What follows belongs to an exercise in optimizing a design on an open flow for a short achievable clock period and few clock cycles; a production flow would make more cautious choices.
Function not checked in this run: the RTL went through the layout flow alone.
Power figures rest on the tool's default switching activity, not on a simulated workload.

**config.mk**
```make
export PLATFORM = sky130hd
export DESIGN_NAME = dio_core
export DESIGN_NICKNAME = dio_core
export VERILOG_FILES = /design/flow/design.v
export SDC_FILE = /design/flow/constraint.sdc
export NUM_CORES = 4
export LEC_CHECK = 0
export ABC_CLOCK_PERIOD_IN_PS = 3000
export CAP_MARGIN = 20
export CORE_MARGIN = 2
export CORE_UTILIZATION = 40
export SETUP_SLACK_MARGIN = 4.5
export SLEW_MARGIN = 20
```
**constraint.sdc**
```tcl
create_clock -name core_clock -period 8.0 [get_ports {clk}]
set_input_delay 1.6000 -clock core_clock [delete_from_list [all_inputs] [get_ports {clk}]]
set_output_delay 1.6000 -clock core_clock [all_outputs]
set_load 0.01 [all_outputs]
```
**design.v**
```verilog
module dio_core (
    input             clk,
    input             rst,
    input             cmd_valid,
    output            cmd_ready,
    input      [63:0] cmd_data,
    output            rsp_valid,
    output     [31:0] rsp_result,
    output            rsp_err,
    input      [31:0] pad_in,
    output     [31:0] pad_out,
    output     [31:0] pad_oe,
    output            ie
);
    localparam [7:0] OP_NOP      = 8'h00, OP_STATRD   = 8'h01, OP_IESET    = 8'h02,
                     OP_IECLR    = 8'h03, OP_REGRD    = 8'h04, OP_REGWR    = 8'h05,
                     OP_PBIND    = 8'h10, OP_PENOUT   = 8'h11, OP_PENIN    = 8'h12,
                     OP_PREAD    = 8'h13, OP_PWRITE   = 8'h14,
                     OP_BINDIN   = 8'h20, OP_BINDOUT  = 8'h21, OP_PINRD    = 8'h22,
                     OP_PINWR    = 8'h23, OP_PINTGL   = 8'h24, OP_PINPLS   = 8'h25,
                     OP_SCFG     = 8'h30, OP_SIN      = 8'h31, OP_SOUT     = 8'h32,
                     OP_CCFG     = 8'h40, OP_CWRITE   = 8'h41, OP_CEN      = 8'h42,
                     OP_CDIS     = 8'h43;
    localparam PW = 8;
    reg [31:0] out_r, dir_r;
    reg        ie_r, ill_r, cfgerr_r, operr_r;
    reg        ie_o;
    reg [7:0]  ph_v, ph_dirn, ph_full;
    reg [15:0] ph_port;     
    reg [23:0] ph_start;    
    reg [63:0] ph_mask;     
    reg [7:0]  pn_v, pn_out;
    reg [63:0] pn_d;        
    reg [7:0]  sh_v, sh_mode;
    reg [7:0]  sh_ord;
    reg [47:0] sh_n;
    reg [63:0] sh_dp, sh_cp;
    reg [7:0]  ch_v, ch_ord;
    reg [47:0] ch_n;
    reg [63:0] ch_dp, ch_cp, ch_lp, ch_op;
    localparam [1:0] S_IDLE = 2'd0, S_DEC = 2'd1, S_ENG = 2'd2;
    reg [1:0]  state;
    reg        rdy_r, rsp_r, err_r;
    reg [31:0] res_r;
    reg [63:0] cmd;
    reg        u_pn_v, u_pn_out;  reg [PW-1:0] u_pn_d;
    reg        u_ph_v, u_ph_dirn, u_ph_full; reg [1:0] u_ph_port; reg [2:0] u_ph_start; reg [7:0] u_ph_mask;
    reg        u_sh_v, u_sh_mode, u_sh_ord; reg [5:0] u_sh_n; reg [PW-1:0] u_sh_dp, u_sh_cp;
    reg        u_ch_v, u_ch_ord; reg [5:0] u_ch_n; reg [PW-1:0] u_ch_dp, u_ch_cp, u_ch_lp, u_ch_op;
    reg        a_pn_v, a_pn_out; reg [PW-1:0] a_pn_d;     
    reg        b_pn_v, b_pn_out; reg [PW-1:0] b_pn_d;     
    reg        c_pn_v, c_pn_out; reg [PW-1:0] c_pn_d;     
    reg        a_sh_v, a_sh_mode, a_sh_ord; reg [5:0] a_sh_n; reg [PW-1:0] a_sh_dp, a_sh_cp;  
    localparam integer P_G1 = 0, P_G2 = 1, P_D = 2, P_C1 = 3, P_C0 = 4, P_L1 = 5, P_L0 = 6, P_W = 7;
    reg [7:0]  ph;           
    reg        e_si, e_cw, e_g2;
    reg [31:0] mD, mC, mL;
    reg        iD, iC, iL, yD, yC, yL;
    reg        g1_sel, g1_lock, g2_sel, g2_lock;
    reg [31:0] g1_M, g1_V, g2_M, g2_V;
    reg [31:0] sval, pos;
    reg        dbit, lastb, e_ord;
    reg [5:0]  cnt;
    wire [2:0] in_u = cmd_data[50:48];
    wire [2:0] in_a = cmd_data[34:32];
    wire [2:0] in_b = cmd_data[42:40];
    wire [2:0] in_c = cmd_data[2:0];
    wire [7:0]  opc  = cmd[63:56];
    wire [7:0]  unit = cmd[55:48];
    wire [15:0] aux  = cmd[47:32];
    wire [31:0] data = cmd[31:0];
    wire        u_ok = (unit < 8'd8);
    assign pad_out    = out_r;
    assign pad_oe     = dir_r;
    assign ie         = ie_o;
    assign cmd_ready  = rdy_r;
    assign rsp_valid  = rsp_r;
    assign rsp_result = res_r;
    assign rsp_err    = err_r;
    wire [31:0] padv = (out_r & dir_r) | (pad_in & ~dir_r);
    function [31:0] onehot(input [4:0] k);
        onehot = 32'd1 << k;
    endfunction
    function [31:0] pmask(input [PW-1:0] d);
        pmask = d[7] ? 32'd0 : (32'd1 << d[4:0]);
    endfunction
    reg legal;
    always @(*) begin
        case (opc)
            OP_NOP, OP_STATRD, OP_IESET, OP_IECLR: legal = (cmd[55:0] == 56'd0);
            OP_REGRD:  legal = (cmd[55:42] == 14'd0) && (data == 32'd0);
            OP_REGWR:  legal = (cmd[55:42] == 14'd0);
            OP_PBIND:  legal = (aux[15:9] == 7'd0) && (data[31:14] == 18'd0) && (data[7:6] == 2'd0);
            OP_PENOUT, OP_PENIN, OP_PREAD, OP_PINRD, OP_PINTGL, OP_SIN, OP_CEN, OP_CDIS:
                       legal = (aux == 16'd0) && (data == 32'd0);
            OP_PWRITE, OP_SOUT, OP_CWRITE:
                       legal = (aux == 16'd0);
            OP_PINWR, OP_PINPLS:
                       legal = (aux == 16'd0) && (data[31:1] == 31'd0);
            OP_BINDIN: legal = (data[31:1] == 31'd0);
            OP_BINDOUT: legal = (data[31:3] == 29'd0);
            OP_SCFG:   legal = (data[31:10] == 22'd0) && (data[7:6] == 2'd0);
            OP_CCFG:   legal = (data[31:9] == 23'd0);
            default:   legal = 1'b0;
        endcase
    end
    wire [1:0] reg_sel   = aux[9:8];
    wire       pin_nopin = (aux == 16'hFFFF);
    wire       pin_ok    = pin_nopin || ((aux[15:8] < 8'd4) && (aux[7:0] < 8'd8));
    wire [7:0] datah = aux[7:0], clkh = aux[15:8];
    wire [7:0] shfh = aux[7:0], lath = aux[15:8], oeh = data[7:0];
    reg chk_ok;
    always @(*) begin
        case (opc)
            OP_REGRD:  chk_ok = (aux[7:0] < 8'd4) && (reg_sel != 2'd3);
            OP_REGWR:  chk_ok = (aux[7:0] < 8'd4) && (reg_sel == 2'd1 || reg_sel == 2'd2);
            OP_PBIND:  chk_ok = u_ok && !u_ph_v && (aux[7:0] < 8'd4) && (data[13:8] != 6'd0)
                                && ({1'b0, data[5:0]} + {1'b0, data[13:8]} <= 7'd8);
            OP_PENOUT, OP_PENIN, OP_PREAD:
                       chk_ok = u_ok && u_ph_v;
            OP_PWRITE: chk_ok = u_ok && u_ph_v && u_ph_dirn;
            OP_BINDIN, OP_BINDOUT:
                       chk_ok = u_ok && !u_pn_v && pin_ok;
            OP_PINRD:  chk_ok = u_ok && u_pn_v;
            OP_PINWR, OP_PINTGL, OP_PINPLS:
                       chk_ok = u_ok && u_pn_v && u_pn_out;
            OP_SCFG:   chk_ok = u_ok && !u_sh_v
                                && (datah < 8'd8) && a_pn_v && (a_pn_out == data[9])
                                && (clkh < 8'd8) && b_pn_v && b_pn_out
                                && (data[5:0] != 6'd0) && (data[5:0] <= 6'd32);
            OP_SIN:    chk_ok = u_ok && u_sh_v && !u_sh_mode;
            OP_SOUT:   chk_ok = u_ok && u_sh_v && u_sh_mode;
            OP_CCFG:   chk_ok = u_ok && !u_ch_v
                                && (shfh < 8'd8) && a_sh_v && a_sh_mode
                                && (lath < 8'd8) && b_pn_v && b_pn_out
                                && (oeh < 8'd8) && c_pn_v && c_pn_out;
            OP_CWRITE, OP_CEN, OP_CDIS:
                       chk_ok = u_ok && u_ch_v;
            default:   chk_ok = 1'b1;
        endcase
    end
    wire is_cfg = (opc == OP_PBIND) || (opc == OP_BINDIN) || (opc == OP_BINDOUT) ||
                  (opc == OP_SCFG) || (opc == OP_CCFG);
    wire [1:0] d_port  = (opc == OP_PBIND) ? aux[1:0] : u_ph_port;
    wire [2:0] d_start = (opc == OP_PBIND) ? data[2:0] : u_ph_start;
    wire [7:0] bind_mask = ((8'd1 << data[13:8]) - 8'd1) << data[2:0];
    wire [7:0] d_mask  = (opc == OP_PBIND) ? bind_mask : u_ph_mask;
    wire       d_full  = (opc == OP_PBIND) ? (data[13:8] == 6'd8) : u_ph_full;
    wire       d_set   = (opc == OP_PENOUT) || (opc == OP_PBIND && aux[8]);
    wire [31:0] d_pm   = {24'd0, d_mask} << {d_port, 3'd0};
    wire [7:0]  d_pwv  = data[7:0] << d_start;
    wire [31:0] d_pwv32 = {4{d_pwv}};
    wire [PW-1:0] bind_d = {pin_nopin, (opc == OP_BINDOUT) && data[2], (opc == OP_BINDOUT) && data[1],
                            aux[9:8], aux[2:0]};
    wire [31:0] bind_m = pmask(bind_d);
    wire        s_ord = (opc == OP_CWRITE) ? u_ch_ord : u_sh_ord;
    wire [5:0]  s_n   = (opc == OP_CWRITE) ? u_ch_n : u_sh_n;
    wire [PW-1:0] s_dp = (opc == OP_CWRITE) ? u_ch_dp : u_sh_dp;
    wire [PW-1:0] s_cp = (opc == OP_CWRITE) ? u_ch_cp : u_sh_cp;
    wire [31:0] s_pos0 = s_ord ? onehot(s_n[4:0] - 5'd1) : 32'd1;
    wire [31:0] u_pm    = pmask(u_pn_d);
    wire        u_pn_rd = ~u_pn_d[7] & (u_pn_out ? ((|(out_r & u_pm)) ^ u_pn_d[6]) : (|(padv & u_pm)));
    wire [7:0] port_rd = (u_ph_dirn ? out_r : padv) >> {u_ph_port, 3'd0};
    wire [7:0] reg_rd  = ((reg_sel == 2'd0) ? padv : (reg_sel == 2'd1) ? out_r : dir_r) >> {aux[1:0], 3'd0};
    reg        c_sel, c_lock, n_sel, n_lock;
    reg [31:0] c_M, c_V, n_M, n_V;
    always @(*) begin
        c_sel = 1'b0; c_lock = 1'b0; c_M = 32'd0; c_V = 32'd0;
        if (ph[P_G1]) begin c_sel = g1_sel; c_lock = g1_lock; c_M = g1_M; c_V = g1_V; end
        if (ph[P_G2]) begin c_sel = g2_sel; c_lock = g2_lock; c_M = g2_M; c_V = g2_V; end
        if (ph[P_D])  begin c_lock = yD; c_M = mD; c_V = {32{dbit ^ iD}}; end
        if (ph[P_C1]) begin c_lock = yC; c_M = mC; c_V = {32{~iC}}; end
        if (ph[P_C0]) begin c_lock = yC; c_M = mC; c_V = {32{iC}}; end
        if (ph[P_L1]) begin c_lock = yL; c_M = mL; c_V = {32{~iL}}; end
        if (ph[P_L0]) begin c_lock = yL; c_M = mL; c_V = {32{iL}}; end
        n_sel = 1'b0; n_lock = 1'b0; n_M = 32'd0; n_V = 32'd0;
        if (ph[P_G1]) begin n_sel = g2_sel; n_lock = g2_lock; n_M = g2_M; n_V = g2_V; end
        if (ph[P_D])  begin n_lock = yC; n_M = mC; n_V = {32{~iC}}; end
        if (ph[P_C1]) begin n_lock = yC; n_M = mC; n_V = {32{iC}}; end
    end
    wire [31:0] c_R   = c_sel ? dir_r : out_r;
    wire [31:0] n_R   = n_sel ? dir_r : out_r;
    wire        c_chg = |((c_R ^ c_V) & c_M);
    wire        n_chg = |((n_R ^ n_V) & n_M);
    wire        can_merge = (ph[P_G1] & e_g2) | ph[P_D] | (ph[P_C1] & e_si);
    wire        merge = can_merge & ~c_chg;
    wire        a_sel  = merge ? n_sel  : c_sel;
    wire        a_lock = merge ? n_lock : c_lock;
    wire [31:0] a_M    = merge ? n_M    : c_M;
    wire [31:0] a_V    = merge ? n_V    : c_V;
    wire        a_chg  = merge ? n_chg  : c_chg;
    wire [7:0]  eph    = merge ? {ph[6:0], 1'b0} : ph;
    wire        samp   = |(mD & padv);
    wire        a_end  = (eph[P_G1] & ~e_g2) | eph[P_G2] | eph[P_L0] |
                         (eph[P_C0] & lastb & ~e_cw);
    integer i;
    always @(posedge clk) begin
        rsp_r <= 1'b0;
        if (rst) begin
            state    <= S_IDLE;
            rdy_r    <= 1'b1;
            ie_r     <= 1'b0;
            ie_o     <= 1'b0;
            ill_r    <= 1'b0;
            cfgerr_r <= 1'b0;
            operr_r  <= 1'b0;
            ph_v     <= 8'd0;
            pn_v     <= 8'd0;
            sh_v     <= 8'd0;
            ch_v     <= 8'd0;
            out_r    <= 32'd0;
            dir_r    <= 32'd0;
            ph       <= 8'd0;
        end else begin
            case (state)
            S_IDLE: begin
                ie_o <= ie_r;
                cmd  <= cmd_data;
                u_pn_v <= pn_v[in_u]; u_pn_out <= pn_out[in_u]; u_pn_d <= pn_d[in_u*PW +: PW];
                u_ph_v <= ph_v[in_u]; u_ph_dirn <= ph_dirn[in_u]; u_ph_full <= ph_full[in_u];
                u_ph_port <= ph_port[in_u*2 +: 2]; u_ph_start <= ph_start[in_u*3 +: 3];
                u_ph_mask <= ph_mask[in_u*8 +: 8];
                u_sh_v <= sh_v[in_u]; u_sh_mode <= sh_mode[in_u]; u_sh_ord <= sh_ord[in_u];
                u_sh_n <= sh_n[in_u*6 +: 6]; u_sh_dp <= sh_dp[in_u*PW +: PW]; u_sh_cp <= sh_cp[in_u*PW +: PW];
                u_ch_v <= ch_v[in_u]; u_ch_ord <= ch_ord[in_u]; u_ch_n <= ch_n[in_u*6 +: 6];
                u_ch_dp <= ch_dp[in_u*PW +: PW]; u_ch_cp <= ch_cp[in_u*PW +: PW];
                u_ch_lp <= ch_lp[in_u*PW +: PW]; u_ch_op <= ch_op[in_u*PW +: PW];
                a_pn_v <= pn_v[in_a]; a_pn_out <= pn_out[in_a]; a_pn_d <= pn_d[in_a*PW +: PW];
                b_pn_v <= pn_v[in_b]; b_pn_out <= pn_out[in_b]; b_pn_d <= pn_d[in_b*PW +: PW];
                c_pn_v <= pn_v[in_c]; c_pn_out <= pn_out[in_c]; c_pn_d <= pn_d[in_c*PW +: PW];
                a_sh_v <= sh_v[in_a]; a_sh_mode <= sh_mode[in_a]; a_sh_ord <= sh_ord[in_a];
                a_sh_n <= sh_n[in_a*6 +: 6]; a_sh_dp <= sh_dp[in_a*PW +: PW]; a_sh_cp <= sh_cp[in_a*PW +: PW];
                if (cmd_valid) begin
                    state <= S_DEC;
                    rdy_r <= 1'b0;
                end
            end
            S_DEC: begin
                res_r <= 32'd0;
                err_r <= 1'b0;
                ph    <= 8'd0;
                e_si  <= 1'b0;
                e_cw  <= 1'b0;
                e_g2  <= 1'b0;
                state <= S_IDLE;    
                mD <= pmask(s_dp); iD <= s_dp[6]; yD <= s_dp[5];
                mC <= pmask(s_cp); iC <= s_cp[6]; yC <= s_cp[5];
                sval  <= data;
                pos   <= s_pos0;
                e_ord <= s_ord;
                dbit  <= |(data & s_pos0);
                cnt   <= s_n;
                lastb <= (s_n == 6'd1);
                mL <= pmask(u_ch_lp); iL <= u_ch_lp[6]; yL <= u_ch_lp[5];
                g1_sel <= 1'b0; g1_lock <= 1'b0; g1_M <= 32'd0; g1_V <= 32'd0;
                g2_sel <= 1'b1; g2_lock <= 1'b0; g2_M <= bind_m; g2_V <= 32'hFFFFFFFF;
                case (opc)
                    OP_REGWR: begin
                        g1_sel <= (reg_sel == 2'd2); g1_M <= 32'hFF << {aux[1:0], 3'd0};
                        g1_V <= {4{data[7:0]}};
                    end
                    OP_PBIND, OP_PENOUT, OP_PENIN: begin
                        g1_sel <= 1'b1; g1_lock <= !d_full; g1_M <= d_pm;
                        g1_V <= {32{d_set}};
                    end
                    OP_PWRITE: begin
                        g1_sel <= 1'b0; g1_lock <= !d_full; g1_M <= d_pm; g1_V <= d_pwv32;
                    end
                    OP_BINDIN: begin
                        g1_sel <= 1'b1; g1_M <= bind_m; g1_V <= 32'd0;
                    end
                    OP_BINDOUT: begin
                        g1_sel <= 1'b0; g1_lock <= data[1]; g1_M <= bind_m;
                        g1_V <= {32{data[0] ^ data[2]}};
                    end
                    OP_PINWR, OP_PINPLS: begin
                        g1_lock <= u_pn_d[5]; g1_M <= u_pm; g1_V <= {32{data[0] ^ u_pn_d[6]}};
                        g2_sel <= 1'b0; g2_lock <= u_pn_d[5]; g2_M <= u_pm; g2_V <= {32{~data[0] ^ u_pn_d[6]}};
                    end
                    OP_PINTGL: begin
                        g1_lock <= u_pn_d[5]; g1_M <= u_pm; g1_V <= ~out_r;
                    end
                    OP_CCFG: begin
                        g1_lock <= c_pn_d[5]; g1_M <= pmask(c_pn_d); g1_V <= {32{data[8] ^ c_pn_d[6]}};
                    end
                    OP_CEN, OP_CDIS: begin
                        g1_lock <= u_ch_op[5]; g1_M <= pmask(u_ch_op);
                        g1_V <= {32{(opc == OP_CEN) ^ u_ch_op[6]}};
                    end
                    default: ;
                endcase
                if (!legal) begin
                    ill_r <= 1'b1;
                    err_r <= 1'b1;
                    rsp_r <= 1'b1;
                    rdy_r <= 1'b1;
                end else if (!chk_ok) begin
                    if (is_cfg) cfgerr_r <= 1'b1;
                    else        operr_r  <= 1'b1;
                    err_r <= 1'b1;
                    rsp_r <= 1'b1;
                    rdy_r <= 1'b1;
                end else begin
                    case (opc)
                        OP_STATRD: res_r <= {21'd0, operr_r, cfgerr_r, ill_r, 7'd0, ie_r};
                        OP_REGRD:  res_r <= {24'd0, reg_rd};
                        OP_PREAD:  res_r <= {24'd0, (port_rd & u_ph_mask) >> u_ph_start};
                        OP_PINRD:  res_r <= {31'd0, u_pn_rd};
                        default: ;
                    endcase
                    if (opc == OP_IESET) begin ie_r <= 1'b1; ie_o <= 1'b1; end
                    if (opc == OP_IECLR) begin ie_r <= 1'b0; ie_o <= 1'b0; end
                    case (opc)
                        OP_PBIND: begin
                            ph_v[unit[2:0]]            <= 1'b1;
                            ph_port[unit[2:0]*2 +: 2]  <= aux[1:0];
                            ph_dirn[unit[2:0]]         <= aux[8];
                            ph_start[unit[2:0]*3 +: 3] <= data[2:0];
                            ph_mask[unit[2:0]*8 +: 8]  <= bind_mask;
                            ph_full[unit[2:0]]         <= (data[13:8] == 6'd8);
                        end
                        OP_BINDIN, OP_BINDOUT: begin
                            pn_v[unit[2:0]]            <= 1'b1;
                            pn_out[unit[2:0]]          <= (opc == OP_BINDOUT);
                            pn_d[unit[2:0]*PW +: PW]   <= bind_d;
                        end
                        OP_SCFG: begin
                            sh_v[unit[2:0]]            <= 1'b1;
                            sh_mode[unit[2:0]]         <= data[9];
                            sh_ord[unit[2:0]]          <= data[8];
                            sh_n[unit[2:0]*6 +: 6]     <= data[5:0];
                            sh_dp[unit[2:0]*PW +: PW]  <= a_pn_d;
                            sh_cp[unit[2:0]*PW +: PW]  <= b_pn_d;
                        end
                        OP_CCFG: begin
                            ch_v[unit[2:0]]            <= 1'b1;
                            ch_ord[unit[2:0]]          <= a_sh_ord;
                            ch_n[unit[2:0]*6 +: 6]     <= a_sh_n;
                            ch_dp[unit[2:0]*PW +: PW]  <= a_sh_dp;
                            ch_cp[unit[2:0]*PW +: PW]  <= a_sh_cp;
                            ch_lp[unit[2:0]*PW +: PW]  <= b_pn_d;
                            ch_op[unit[2:0]*PW +: PW]  <= c_pn_d;
                        end
                        default: ;
                    endcase
                    case (opc)
                        OP_REGWR, OP_PBIND, OP_PENOUT, OP_PENIN, OP_PWRITE, OP_BINDIN,
                        OP_PINWR, OP_PINTGL, OP_CCFG, OP_CEN, OP_CDIS: begin
                            ph <= 8'd1 << P_G1; state <= S_ENG;
                        end
                        OP_BINDOUT, OP_PINPLS: begin
                            ph <= 8'd1 << P_G1; e_g2 <= 1'b1; state <= S_ENG;
                        end
                        OP_SOUT: begin
                            ph <= 8'd1 << P_D; state <= S_ENG;
                        end
                        OP_CWRITE: begin
                            ph <= 8'd1 << P_D; e_cw <= 1'b1; state <= S_ENG;
                        end
                        OP_SIN: begin
                            ph <= 8'd1 << P_C1; e_si <= 1'b1; state <= S_ENG;
                        end
                        default: begin
                            rsp_r <= 1'b1;
                            rdy_r <= 1'b1;
                        end
                    endcase
                end
            end
            default: begin    
                if (ph[P_W]) begin
                    ie_o  <= ie_r;
                    rsp_r <= 1'b1;
                    rdy_r <= 1'b1;
                    state <= S_IDLE;
                    ph    <= 8'd0;
                end else begin
                    if (!a_sel) out_r <= (out_r & ~a_M) | (a_V & a_M);
                    else        dir_r <= (dir_r & ~a_M) | (a_V & a_M);
                    ie_o <= (a_chg & a_lock) ? 1'b0 : ie_r;
                    if (eph[P_C0]) begin
                        if (e_si && samp) res_r <= res_r | pos;
                        pos   <= e_ord ? (pos >> 1) : (pos << 1);
                        dbit  <= |(sval & (e_ord ? (pos >> 1) : (pos << 1)));
                        cnt   <= cnt - 6'd1;
                        lastb <= (cnt == 6'd2);
                    end
                    if (a_end) begin
                        ph <= 8'd0;
                        if (a_chg && a_lock && ie_r) begin
                            ph <= 8'd1 << P_W;
                        end else begin
                            rsp_r <= 1'b1;
                            rdy_r <= 1'b1;
                            state <= S_IDLE;
                        end
                    end else begin
                        ph <= 8'd0;
                        if (eph[P_G1]) ph[P_G2] <= 1'b1;
                        if (eph[P_D])  ph[P_C1] <= 1'b1;
                        if (eph[P_C1]) ph[P_C0] <= 1'b1;
                        if (eph[P_C0]) begin
                            if (!lastb) ph[e_si ? P_C1 : P_D] <= 1'b1;
                            else        ph[P_L1] <= 1'b1;
                        end
                        if (eph[P_L1]) ph[P_L0] <= 1'b1;
                    end
                end
            end
            endcase
        end
    end
endmodule
```
**run.sh**
```bash
#!/bin/bash
# synth_recipe.tcl (not shown) runs the flow's synth.tcl, then flattens the netlist and writes it again
# the make line also repeats each setting of config.mk as NAME=value (left out here)
make -C /OpenROAD-flow-scripts/flow DESIGN_CONFIG=/design/flow/config.mk WORK_HOME=/design/flow/orfs CLKGATE_MAP_FILE= SYNTH_SCRIPT=/design/flow/synth_recipe.tcl finish
```
==> metrics.md <==
| Metric | Value |
|---|---|
| Status | no timing/DRC/antenna violations |
| Minimum clock period | 4.08 ns |
| Via density | 6.69 |
| P_leak | 32.3 nW |
| Initial DRC count | 10300 |
| Die area | 0.185 sq mm |
| Post-DP HPWL | 192000 microns |
| Reg power frac | 47.5% |
| Vias in the first global route | 57700 |
| Clk pwr share | 41.7% |
| Fin. max-slew vios | 0 |
| EDFF count, synth | 1218 |
| R2R depth | 16 |
| WS Path Type | register to register |
| Gate power share | 10.7% |
| Hold_buf cts | 0 |
| DIE HEIGHT | 430 microns |
| WHS | 0.462 ns |
| Row cnt | 156 |
| Sequential fraction of the synthesis area | 53.6% |
| CTS tree | done |
| Area Growth Syn to Fin | 27.2% |
| Die width | 430 microns |
| # port buffers | 198 |
| # DRC | 0 |
| Via count | 61300 |
| Mux share of post-synthesis cell area | 16.0% |
| Final Cycle Share | 51.0% |
| Startpoint types | register |
| Largest family of logic cells by synthesized area | multiplexers |
| Int Pwr | 12.1 mW |
| TNS Setup | 0 ns |
| Synth cell count leaders | edfxtp_1, nand2_1, o21ai_0, nor2_1, clkbuf_1 |
| Actual slew at the worst max-slew pin | 1.18 ns |
| Clk buf depth | 3 |
| Max_cap viols | 0 |
| Post-synthesis cell area | 0.0725 sq mm |
| Htree depth | 4 |
| CP peak stage delay | 0.55 ns |
| P_sw | 4.29 mW |
| CTS sink cnt | 1331 |
| Num CTS Buffers | 149 |
| Routed WL | 316000 microns |
| Synthesis Warnings | 1 |
| R2r startpoint | iL |
| PwrDens | 178 mW/mm^2 |
| Adder-cell share of the synthesized area | 0.483% |
| Worst Path Max Fanout | 8 |
| Sw frac | 26.1% |
| Syn Area/Cell | 11.8 sq um |
| Area fraction in compound gates after synthesis | 15.3% |
| First-pass GRT wire length | 437000 microns |
| WL per Instance | 34.5 microns |
| Setup crit start | iL |
| Max VDD drop | 221 uV |
| GP Congestion | 0.986 |
| Post-route antenna net violation count | 0 |
| Worst-Skew Late Latency | 0.83 ns |
| Worst EP arrival | 4.78 ns |
| Top post-synthesis cells by area | edfxtp_1, mux4_2, o21ai_0 |
| Starting Density | 40.2% |
| Ports | 199 |
| Largest net degree at the start of global routing | 111 |
| Fin Clk Skew | 0.0466 ns |
| Clock root buffer master | clkbuf_16 |
| Final Hold Vio Count | 0 |
| Yosys top cell by area | edfxtp_1 |
| Gr ovfl total | 0 |
| CP Capture Type | register |
| Count leader, synth | edfxtp_1 |
| Worst min path class | register to register |
| Core ar. | 0.181 sq mm |
| Slowest CP cell | edfxtp_1 |
| Most common flop cell mapped by yosys | edfxtp_1 |
| Cell repeated most along the worst path | buf_6 |
| Final setup vio count | 0 |
| GRT Util Overall | 32.6% |
| Synthesized Nets | 6284 |
| Worst Hold End | ch_v[1] |
| Min-Delay Startpoint | ch_v[1] |
| CP required | 8.69 ns |
| Post-synth top area share | 50.4% |
| Antenna violations before repair | 10 |
| RSZ-0062 raised after global routing | yes |
| Hold path depth | 1 |
| Worst relative slew slack | 19.2% |
| Worst reg2reg setup slack | 3.92 ns |
| Synth cell types | 89 |
| Yosys reg bits | 1331 |
| Synth Area in Simple Gates | 11.1% |
| Synth Area in XOR/XNOR | 0.676% |
| Crit-path cells | or3b_4 > o311ai_4 > buf_6 > buf_8 > o21ai_4 > xnor2_2 > o22ai_2 > a211oi_2 > nand4_4 > nor3_4 > buf_6 > mux2_8 > buf_12 > nand2_8 > clkbuf_16 > o21ai_1 |
| Post-synthesis async set-or-reset flop share | 0% |
| Net count of the finished layout | 6799 |
| Clock-pin transition on the worst setup and hold timing paths | 0.07 ns |
| Post-synthesis cell count | 6159 |
| Share of layout cells above drive strength 1 | 27.5% |
| Layout fillers | 15400 |
| Pre-antenna DRT Iters | 10 |
| Max Fclk | 245 MHz |
## placed cells by master, fill, tap and decap left out, types with 29 or more instances in the layout
cell	instances
a21oi_1	127
a222oi_1	39
a22o_1	193
a22oi_1	80
a311oi_1	35
a31oi_1	35
and3_1	31
buf_12	91
buf_16	87
buf_4	297
buf_6	81
clkbuf_1	32
clkbuf_16	180
clkdlybuf4s50_1	134
dfxtp_1	57
dfxtp_4	37
dlygate4sd2_1	37
edfxtp_1	1218
inv_1	58
mux2_2	182
mux2_4	62
mux2i_1	119
mux4_2	333
nand2_1	801
nand2b_1	103
nand3_1	71
nand3b_1	48
nor2_1	341
nor2b_1	51
nor3_1	79
o21ai_0	643
o21ai_1	82
o221ai_1	29
o22ai_1	100
o311ai_2	41
xnor2_1	35
## cell type report
type | count | area [sq um] | share of cell area (%)
clock inverters | 80 | 779 | 0.845
inverters | 73 | 370 | 0.401
well taps | 2370 | 2970 | 3.21
clock buffers | 190 | 4000 | 4.33
repair inverters | 10 | 163 | 0.176
repair buffers | 810 | 10500 | 11.4
diodes | 2 | 5.00 | 0.00543
flip-flops and latches | 1331 | 39000 | 42.3
multi-input cells | 4299 | 34400 | 37.3
## repair_timing
| item | 4_1_cts | 5_1_grt |
|---|---|---|
| setup buffers | 271 | 83 |
| gates cloned | 89 | 38 |
| endpoints found under the setup margin | 1791 | 1421 |
| gates resized for setup | 772 | 352 |
| pin swaps | 76 | 84 |
## metal layers
| layer | global-route usage, % | up-vias | share of wire (%) |
|---|---|---|---|
| li1 | - | 25200 | - |
| met1 | 43.7 | 30600 | 38 |
| met2 | 49.3 | 4554 | 44 |
| met3 | 6.92 | 918 | 11 |
| met4 | 18.2 | 2 | 6.8 |
| met5 | 0 | - | 0.018 |
## registers in the layout, summed over array words and instances, names as in the netlist, 48 cells and up, named ones only
name     flops
sh_n        48
ch_op       64
ch_dp       64
sh_cp       64
ph_mask     64
ch_cp       64
ch_lp       64
cmd         64
pn_d        64
sh_dp       64
ch_n        48
## power by group through the flow
stage	Clock (mW)	Sequential, mW	Combinational, mW
floorplan	0	7.90	0.947
global placement	0	7.97	1.50
detailed placement	0	7.97	1.51
CTS	6.90	7.80	1.65
global route	7.14	7.81	1.84
finish	6.86	7.81	1.77
## worst max-delay path: cells and delay by family, from the launching register on
family / cells / cell delay [ns]
compound gates: 5 / 0.69
xor+xnor: 1 / 0.27
buf+inv: 5 / 0.94
flops: 1 / 0.55
mux: 1 / 0.44
simple gates: 4 / 1.07
## through the flow
| stage | setup slack [ns] | instances | utilization, % | instance area, sq um | power (mW) |
|---|---|---|---|---|---|
| 2_1_floorplan | 0.709 | 6159 | - | 72700 | 8.84 |
| 3_3_place_gp | 2.32 | 8410 | 42.7 | 77200 | 9.47 |
| 3_5_place_dp | 2.23 | 8411 | 42.7 | 77200 | 9.49 |
| 4_1_cts | 4.11 | 9041 | 49.4 | 89100 | 16.4 |
| 5_1_grt | 3.87 | 9163 | 51.1 | 92200 | 16.8 |
| 6_report | 3.92 | 9165 | 51.1 | 92200 | 16.4 |
## logic make-up after synthesis
kind of cell    count (synthesis)
fa+ha+maj                      27
xor+xnor                       56
flops                        1331
buf+inv                       539
compound gates               1721
mux                           714
simple gates                 1771
## how the worst max path moves through the flow
stage	end	slack, ns	depth (start not counted)
floorplan	ch_cp[0]	0.71	16
global placement	cnt[2]	2.32	10
detailed placement	cnt[2]	2.23	10
CTS	register	4.11	16
global route	register	3.87	17
finish	register	3.92	16

==> what the ideal ports hide <==
The flow's constraints put no driver on any port. The routed layout listed below was extracted and timed again, unchanged, in two steps.
Step 1 (the two cells are an assumption about what drives the block):
set clk [get_ports {clk}]
set_driving_cell -lib_cell sky130_fd_sc_hd__clkbuf_16 $clk
set_driving_cell -lib_cell sky130_fd_sc_hd__buf_2 [delete_from_list [all_inputs] $clk]
Step 2 adds t to the input delays and takes it off the output delays; t is the mean of the earliest and latest rising clock arrival at the registers after step 1. Input paths then give back, and output paths get back, about the clock's delay inside the block.
a / b / c = no drivers / after step 1 / after step 2; a / b = the first two.
shift t [ns]: 0.902
slack for setup (ns): 3.916 / 3.916 / 3.359
worst setup path at the end: input to register
worst data-port slew with drivers (ns): 0.07
After both steps setup and hold are still met in this run. The setup slack of this run moves by 0.000 ns with the drivers and by -0.557 ns with both steps.
